This is an optimization exercise on Yosys and OpenROAD, whose aim is small area, not a production implementation. Function was checked by simulation only, so behaviour that the tests miss may differ from the original. No driver is modelled on the clock port, so clocking that relies on it looks cheaper here than on a real chip. Power is estimated from default activity; no workload was simulated.

==> flow/design.v <==
module alarm_dueby #(
    parameter W = 16
) (
    input  wire [W-1:0] c,
    input  wire [W-1:0] target,
    output wire         due
);
    wire [W-1:0] cy;
    assign cy[0] = 1'b1;
    genvar i;
    generate
        for (i = 0; i < W - 1; i = i + 1) begin : g_chain
            assign cy[i+1] = (c[i] & ~target[i]) | (cy[i] & (c[i] | ~target[i]));
        end
    endgenerate
    assign due = ~(c[W-1] ^ ~target[W-1] ^ cy[W-1]);
endmodule
module alarm_timer (
    input  wire        clk,
    input  wire        rst,
    input  wire [23:0] tc,
    input  wire [2:0]  t_op,
    input  wire [23:0] t_arg,
    output wire        t_due
);
    reg  [23:0] tsched;
    wire op_set = (t_op == 3'd1);
    wire [23:0] base = op_set ? tc : tsched;
    wire [23:0] g = base & t_arg;
    wire [23:0] p = base ^ t_arg;
    wire [23:0] sum;
    wire [24:0] cy;
    assign cy[0] = 1'b0;
    genvar i;
    generate
        for (i = 0; i < 24; i = i + 2) begin : g_add
            assign cy[i+1] = g[i] | (p[i] & cy[i]);
            assign cy[i+2] = (g[i+1] | (p[i+1] & g[i])) | (p[i+1] & p[i] & cy[i]);
            assign sum[i]   = p[i] ^ cy[i];
            assign sum[i+1] = p[i+1] ^ cy[i+1];
        end
    endgenerate
    wire due;
    alarm_dueby #(.W(24)) u_cmp (.c(tc), .target(sum), .due(due));
    wire due_op = (t_op == 3'd3) | (t_op == 3'd4) | (t_op == 3'd5);
    assign t_due = due_op & due & ~rst;
    always @(posedge clk) begin
        if (rst)
            tsched <= 24'd0;
        else if (op_set || (t_op == 3'd5 && due))
            tsched <= sum;
        else if (t_op == 3'd2 || (t_op == 3'd4 && due))
            tsched <= tc;
    end
endmodule
module dmx_frame_decoder (
    input  wire        clk,
    input  wire        rst,
    input  wire        init,
    input  wire        in_valid,
    output wire        in_ready,
    input  wire [7:0]  in_data,
    input  wire [15:0] c,
    output reg         sink_cfg_valid,
    output wire [9:0]  sink_cfg_count,
    output reg         sink_wr_valid,
    output reg  [8:0]  sink_wr_index,
    output reg  [7:0]  sink_wr_data,
    output reg         ok_pulse,
    output reg         err_pulse,
    output wire [7:0]  err_tag,
    output reg         ok_indicator
);
    localparam [2:0] ST_START_M = 3'b100;
    localparam [2:0] ST_START_C = 3'b101;
    localparam [2:0] ST_START_0 = 3'b110;
    localparam [2:0] ST_CMD     = 3'b111;
    localparam [2:0] ST_LOW     = 3'b000;
    localparam [2:0] ST_HIGH    = 3'b001;
    localparam [2:0] ST_DATA    = 3'b010;
    reg [2:0]  state;
    reg [9:0]  active;
    reg        wfirst;
    wire [9:0] idx = {wfirst, sink_wr_index};
    wire [7:0] last_byte = sink_wr_data;
    reg [15:0] deadline;   
    wire rst_any = rst | init;
    assign in_ready = ~rst_any;
    wire accept = in_valid & ~rst_any;
    wire [7:0] ch = in_data;
    assign sink_cfg_count = active;
    assign err_tag = {~err_pulse, ~state[1] | state[0], state[1] & ~state[0],
                      state[1] & err_pulse, ~(state[1] | state[0]),
                      ~(state[1] | state[0] | ~err_pulse), state[0] & err_pulse,
                      ~state[1]};
    wire idle_due;
    alarm_dueby #(.W(16)) u_idle (.c(c), .target(deadline), .due(idle_due));
    wire [15:0] c_dl;
    wire [16:3] ic;
    assign c_dl[2:0] = c[2:0];
    assign ic[3] = 1'b0;
    genvar k;
    generate
        for (k = 3; k < 16; k = k + 1) begin : g_dl
            if (k == 3 || k == 6 || k == 7) begin : g_one
                assign c_dl[k] = ~(c[k] ^ ic[k]);
                assign ic[k+1] = c[k] | ic[k];
            end else begin : g_zero
                assign c_dl[k] = c[k] ^ ic[k];
                assign ic[k+1] = c[k] & ic[k];
            end
        end
    endgenerate
    wire is_start = state[2] & ~(state[1] & state[0]);
    wire m_start  = (ch == 8'h7E);
    wire resync   = ~is_start & m_start & idle_due;
    wire d_zero = (ch == 8'd0) & (last_byte == 8'd0);
    wire d_over = (ch[7:2] != 6'd0) | (ch[1] & (ch[0] | (last_byte != 8'd0)));
    wire [9:0] d = {ch[1:0], last_byte};
    wire [9:0] windex;
    wire [10:0] wc;
    assign wc[0] = 1'b1;
    generate
        for (k = 0; k < 10; k = k + 1) begin : g_inc
            assign windex[k] = idx[k] ^ wc[k];
            assign wc[k+1]   = idx[k] & wc[k];
        end
    endgenerate
    wire more = (windex != active);
    reg [2:0] n_state;
    reg       err, ok, wr, cfg, set_active, start_data;
    always @(*) begin
        n_state    = state;
        err        = 1'b0;
        ok         = 1'b0;
        wr         = 1'b0;
        cfg        = 1'b0;
        set_active = 1'b0;
        start_data = 1'b0;
        if (is_start | resync) begin
            if (m_start) begin
                n_state = ST_CMD;
                err     = resync;
            end else begin
                err     = 1'b1;
                n_state = ST_START_M;
            end
        end else begin
            case (state)
                ST_CMD: begin
                    if (ch == 8'h06) begin
                        n_state = ST_LOW;
                    end else begin
                        err     = 1'b1;
                        n_state = ST_START_M;
                    end
                end
                ST_LOW: n_state = ST_HIGH;
                ST_HIGH: begin
                    if (d_zero) begin
                        err     = 1'b1;
                        n_state = ST_START_0;
                    end else if (d_over) begin
                        err     = 1'b1;
                        n_state = ST_START_C;
                    end else begin
                        n_state    = ST_DATA;
                        start_data = 1'b1;
                        if (d != active) begin
                            set_active = 1'b1;
                            cfg        = 1'b1;
                        end
                    end
                end
                default: begin
                    if (more) begin
                        wr = 1'b1;
                    end else if (ch == 8'hE7) begin
                        ok      = 1'b1;
                        n_state = ST_START_M;
                    end else begin
                        err     = 1'b1;
                        n_state = ST_START_M;
                    end
                end
            endcase
        end
    end
    always @(posedge clk) begin
        if (accept)
            sink_wr_data <= ch;
        if (accept & start_data)
            {wfirst, sink_wr_index} <= 10'h3FF;
        else if (accept & wr)
            {wfirst, sink_wr_index} <= windex;
        if (rst_any | accept)
            deadline <= c_dl;
    end
    always @(posedge clk) begin
        if (rst_any) begin
            state          <= ST_START_M;
            active         <= 10'd0;
            ok_indicator   <= 1'b0;
            sink_cfg_valid <= 1'b1;
            sink_wr_valid  <= 1'b0;
            ok_pulse       <= 1'b0;
            err_pulse      <= 1'b0;
        end else if (accept) begin
            state          <= n_state;
            if (err)
                active <= 10'd0;
            else if (set_active)
                active <= d;
            if (err)
                ok_indicator <= 1'b0;
            else if (ok)
                ok_indicator <= 1'b1;
            sink_cfg_valid <= err | cfg;
            sink_wr_valid  <= wr;
            ok_pulse       <= ok;
            err_pulse      <= err;
        end else begin
            sink_cfg_valid <= 1'b0;
            sink_wr_valid  <= 1'b0;
            ok_pulse       <= 1'b0;
            err_pulse      <= 1'b0;
        end
    end
endmodule
module dmx_core (
    input  wire        clk,
    input  wire        rst,
    input  wire [31:0] now,
    input  wire        init,
    input  wire        in_valid,
    output wire        in_ready,
    input  wire [7:0]  in_data,
    output wire        sink_cfg_valid,
    output wire [9:0]  sink_cfg_count,
    output wire        sink_wr_valid,
    output wire [8:0]  sink_wr_index,
    output wire [7:0]  sink_wr_data,
    output wire        ok_pulse,
    output wire        err_pulse,
    output wire [7:0]  err_tag,
    output wire        ok_indicator,
    input  wire [2:0]  t_op,
    input  wire [23:0] t_arg,
    output wire        t_due
);
    dmx_frame_decoder u_dec (
        .clk            (clk),
        .rst            (rst),
        .init           (init),
        .in_valid       (in_valid),
        .in_ready       (in_ready),
        .in_data        (in_data),
        .c              (now[15:0]),
        .sink_cfg_valid (sink_cfg_valid),
        .sink_cfg_count (sink_cfg_count),
        .sink_wr_valid  (sink_wr_valid),
        .sink_wr_index  (sink_wr_index),
        .sink_wr_data   (sink_wr_data),
        .ok_pulse       (ok_pulse),
        .err_pulse      (err_pulse),
        .err_tag        (err_tag),
        .ok_indicator   (ok_indicator)
    );
    alarm_timer u_timer (
        .clk   (clk),
        .rst   (rst),
        .tc    (now[31:8]),
        .t_op  (t_op),
        .t_arg (t_arg),
        .t_due (t_due)
    );
endmodule
Settings: LEC_CHECK=0, CAP_MARGIN=20, CORE_MARGIN=2, CORE_UTILIZATION=40, GPL_TIMING_DRIVEN=1, SLEW_MARGIN=20; clock period 8.0 ns.
standard.sh (not shown) runs the stock make flow with config.mk's settings and CLKGATE_MAP_FILE= SYNTH_SCRIPT=/design/flow/synth_recipe.tcl, a recipe that flattens the netlist after the stock synthesis.
==> flow/flow/run.sh <==
#!/bin/bash
# The standard layout, with two changes:
#  - synthesis maps with ABC's area-oriented script flow/area.abc (the rest of
#    the standard flow's synthesis script is unchanged, so the registers are the same);
#  - port buffers are sky130_fd_sc_hd__buf_1 cells.
set -euo pipefail
HERE=$PWD
{
  echo "proc abc {args} {"
  echo "  set i [lsearch -exact \$args -script]"
  echo "  if {\$i >= 0} { lset args [expr {\$i + 1}] $HERE/flow/area.abc }"
  echo "  yosys abc {*}\$args"
  echo "}"
  cat synth_recipe.tcl
} > my_synth.tcl
sed "s#SYNTH_SCRIPT=[^ ]*#SYNTH_SCRIPT=$HERE/my_synth.tcl#" standard.sh > my_standard.sh
export BUFFER_PORTS_ARGS="-buffer_cell sky130_fd_sc_hd__buf_1"
if [[ -f flow/cts_args.txt ]]; then export CTS_ARGS="$(cat flow/cts_args.txt)"; fi
if [[ -f flow/post_cts.tcl ]]; then export POST_CTS_TCL="$HERE/flow/post_cts.tcl"; fi
bash my_standard.sh > flow.log 2>&1
==> flow/flow/area.abc <==
strash
&get -n
&st
&dch -f
&nf
&put
strash
&get -n
&st
&dch -f
&nf
&put
strash
&get -n
&st
&dch -f
&nf
&put
topo
stime -c
==> flow/flow/cts_args.txt <==
-sink_clustering_enable -repair_clock_nets -buf_list {sky130_fd_sc_hd__clkbuf_8} -sink_clustering_size 20 -sink_clustering_max_diameter 300 -sink_clustering_levels 1 -dont_use_dummy_load
==> flow/flow/post_cts.tcl <==
set sizes {sky130_fd_sc_hd__clkbuf_2 sky130_fd_sc_hd__clkbuf_4 sky130_fd_sc_hd__clkbuf_8 sky130_fd_sc_hd__clkbuf_16}
set n_up 0
for {set iter 0} {$iter < 4} {incr iter} {
  estimate_parasitics -placement
  set up {}
  foreach inst [get_cells *] {
    set k [lsearch -exact $sizes [get_property $inst ref_name]]
    if {$k < 0 || $k == [llength $sizes] - 1} { continue }
    set out [get_pins -of_objects $inst -filter "direction == output"]
    set loads [get_pins -of_objects [get_nets -of_objects $out] -filter "direction == input"]
    set worst 0
    foreach l $loads {
      if {[get_property $l lib_pin_name] ne "CLK"} { continue }
      set s [get_property $l slew_max]
      if {$s > $worst} { set worst $s }
    }
    puts "post_cts: pass $iter [get_full_name $inst] [get_property $inst ref_name] [llength $loads] loads, worst slew $worst"
    if {$worst > 0.110} { lappend up [list $inst [lindex $sizes [expr {$k + 1}]]] }
  }
  if {[llength $up] == 0} { break }
  foreach u $up { replace_cell [lindex $u 0] [lindex $u 1]; incr n_up }
}
puts "post_cts: $n_up clock buffer resizes"
if {$n_up > 0} {
  detailed_placement
  check_placement -verbose
}
Next try:
==> flow/flow/cts_args.txt (replaced) <==
-sink_clustering_enable -repair_clock_nets -buf_list {sky130_fd_sc_hd__clkbuf_2} -dont_use_dummy_load
PLACE_DENSITY = 0.65   (was default)
SETUP_SLACK_MARGIN = -0.3   (was default)
- The new run completed without violations
- final area goes down by about 0.8%
- wire length shrinks by 1.2%
- via count increases by about 0.65%
- core utilization fell by 0.38 points
- die area does not change
- cell count barely changes
- flip-flop and latch count does not change
- worst hold slack gets worse by 0.0037 ns
- sequential share of layout area grows by 0.24 points
- worst setup slack degrades by 0.15 ns
Next try:
==> flow/flow/cts_args.txt (replaced) <==
-sink_clustering_enable -repair_clock_nets -buf_list {sky130_fd_sc_hd__clkbuf_4} -dont_use_dummy_load
==> flow/flow/post_cts.tcl (replaced) <==
set n_up 0
foreach inst [get_cells *] {
  if {[get_property $inst ref_name] ne "sky130_fd_sc_hd__clkbuf_4"} { continue }
  set out [get_pins -of_objects $inst -filter "direction == output"]
  set loads [get_pins -of_objects [get_nets -of_objects $out] -filter "direction == input"]
  if {[llength $loads] >= 11} {
    replace_cell $inst sky130_fd_sc_hd__clkbuf_8
    incr n_up
  }
}
puts "post_cts: upsized $n_up clock buffers"
if {$n_up > 0} {
  detailed_placement
  check_placement -verbose
}
CORE_UTILIZATION = 60   (was 40)
GPL_TIMING_DRIVEN = 0   (was 1)
PLACE_DENSITY = 0.7   (was 0.65)
SETUP_SLACK_MARGIN = default   (was -0.3)
After rerunning: The new run ran to the end with no violations. Cell count shrinks by about 6%. Fmax grows by about 0.35%. Routed wire length shrinks by 1.7%. Worst setup slack improves by 0.027 ns. Cell area grows by 0.41%. Hold slack stays flat. Utilization grows by 26 points. Non-clock buffer count shrinks by 3. Clock skew shrinks by 0.0088 ns. Count of clock-buffer cells in the layout does not change.
Next try:
==> flow/flow/cts_args.txt (replaced) <==
-sink_clustering_enable -repair_clock_nets -buf_list {sky130_fd_sc_hd__clkbuf_2} -dont_use_dummy_load
==> flow/flow/post_cts.tcl (replaced) <==
set sizes {sky130_fd_sc_hd__clkbuf_2 sky130_fd_sc_hd__clkbuf_4 sky130_fd_sc_hd__clkbuf_8 sky130_fd_sc_hd__clkbuf_16}
set n_up 0
for {set iter 0} {$iter < 4} {incr iter} {
  estimate_parasitics -placement
  set up {}
  foreach inst [get_cells *] {
    set k [lsearch -exact $sizes [get_property $inst ref_name]]
    if {$k < 0 || $k == [llength $sizes] - 1} { continue }
    set out [get_pins -of_objects $inst -filter "direction == output"]
    set loads [get_pins -of_objects [get_nets -of_objects $out] -filter "direction == input"]
    set worst 0
    foreach l $loads {
      if {[get_property $l lib_pin_name] ne "CLK"} { continue }
      set s [get_property $l slew_max]
      if {$s > $worst} { set worst $s }
    }
    puts "post_cts: pass $iter [get_full_name $inst] [get_property $inst ref_name] [llength $loads] loads, worst slew $worst"
    if {$worst > 0.110} { lappend up [list $inst [lindex $sizes [expr {$k + 1}]]] }
  }
  if {[llength $up] == 0} { break }
  foreach u $up { replace_cell [lindex $u 0] [lindex $u 1]; incr n_up }
}
puts "post_cts: $n_up clock buffer resizes"
if {$n_up > 0} {
  detailed_placement
  check_placement -verbose
}
CORE_UTILIZATION = 40   (was 60)
PLACE_DENSITY = default   (was 0.7)
SETUP_SLACK_MARGIN = -0.15   (was default)
Result: Area after synthesis does not change; design area shrinks by about 0.46%; wire length increases by 2.9%; power came out lower by about 2%; setup slack gets worse by 0.0075 ns; critical path depth came out lower by 3; final cell count climbs by about 5%; worst hold slack barely changes; via count goes down by 3.2%; maximum frequency stays flat.
Next try:
GPL_TIMING_DRIVEN = 1   (was 0)
SETUP_SLACK_MARGIN = -0.3   (was -0.15)
Clock skew rises by 0.0081 ns.
Combinational power went down by a few percent.
Core utilization is lower by 0.16 points.
Synthesized cell count does not change.
Total power came out lower slightly.
Worst setup slack got worse by 0.033 ns.
Cell area came out lower slightly.
Worst hold slack gets better by 0.0066 ns.
Sequential cell count stays the same.
Count of clock-buffer cells in the layout stays the same.
Global-route usage goes up by 0.60 points.

separate check: timing with driven ports:
No port has a modelled driver above. Below, the same layouts with a new extraction and two added sets of constraints.
Step 1 (the two cells are an assumption about what drives the block):
set clk [get_ports {clk}]
set_driving_cell -lib_cell sky130_fd_sc_hd__clkbuf_16 $clk
set_driving_cell -lib_cell sky130_fd_sc_hd__buf_2 [delete_from_list [all_inputs] $clk]
Step 2, shift: input delay + t, output delay - t, t = (earliest + latest rising clock arrival at the registers) / 2. This alone moves slack from input paths to output paths.
Slacks: no drivers / after step 1 / after step 2; pairs: no drivers / after step 1.
run | t (ns) | slack for setup (ns) | cell pins on the clock port's net
the first run | 0.381 | 0.347 / 0.324 / 0.324 | 1
the second run | 0.564 | 0.198 / 0.178 / 0.178 | 1
the third run | 0.430 | 0.225 / 0.205 / 0.205 | 1
the fourth run | 0.575 | 0.218 / 0.195 / 0.195 | 1
the fifth run | 0.594 | 0.184 / 0.162 / 0.162 | 1
After both steps every run listed still meets setup and hold.
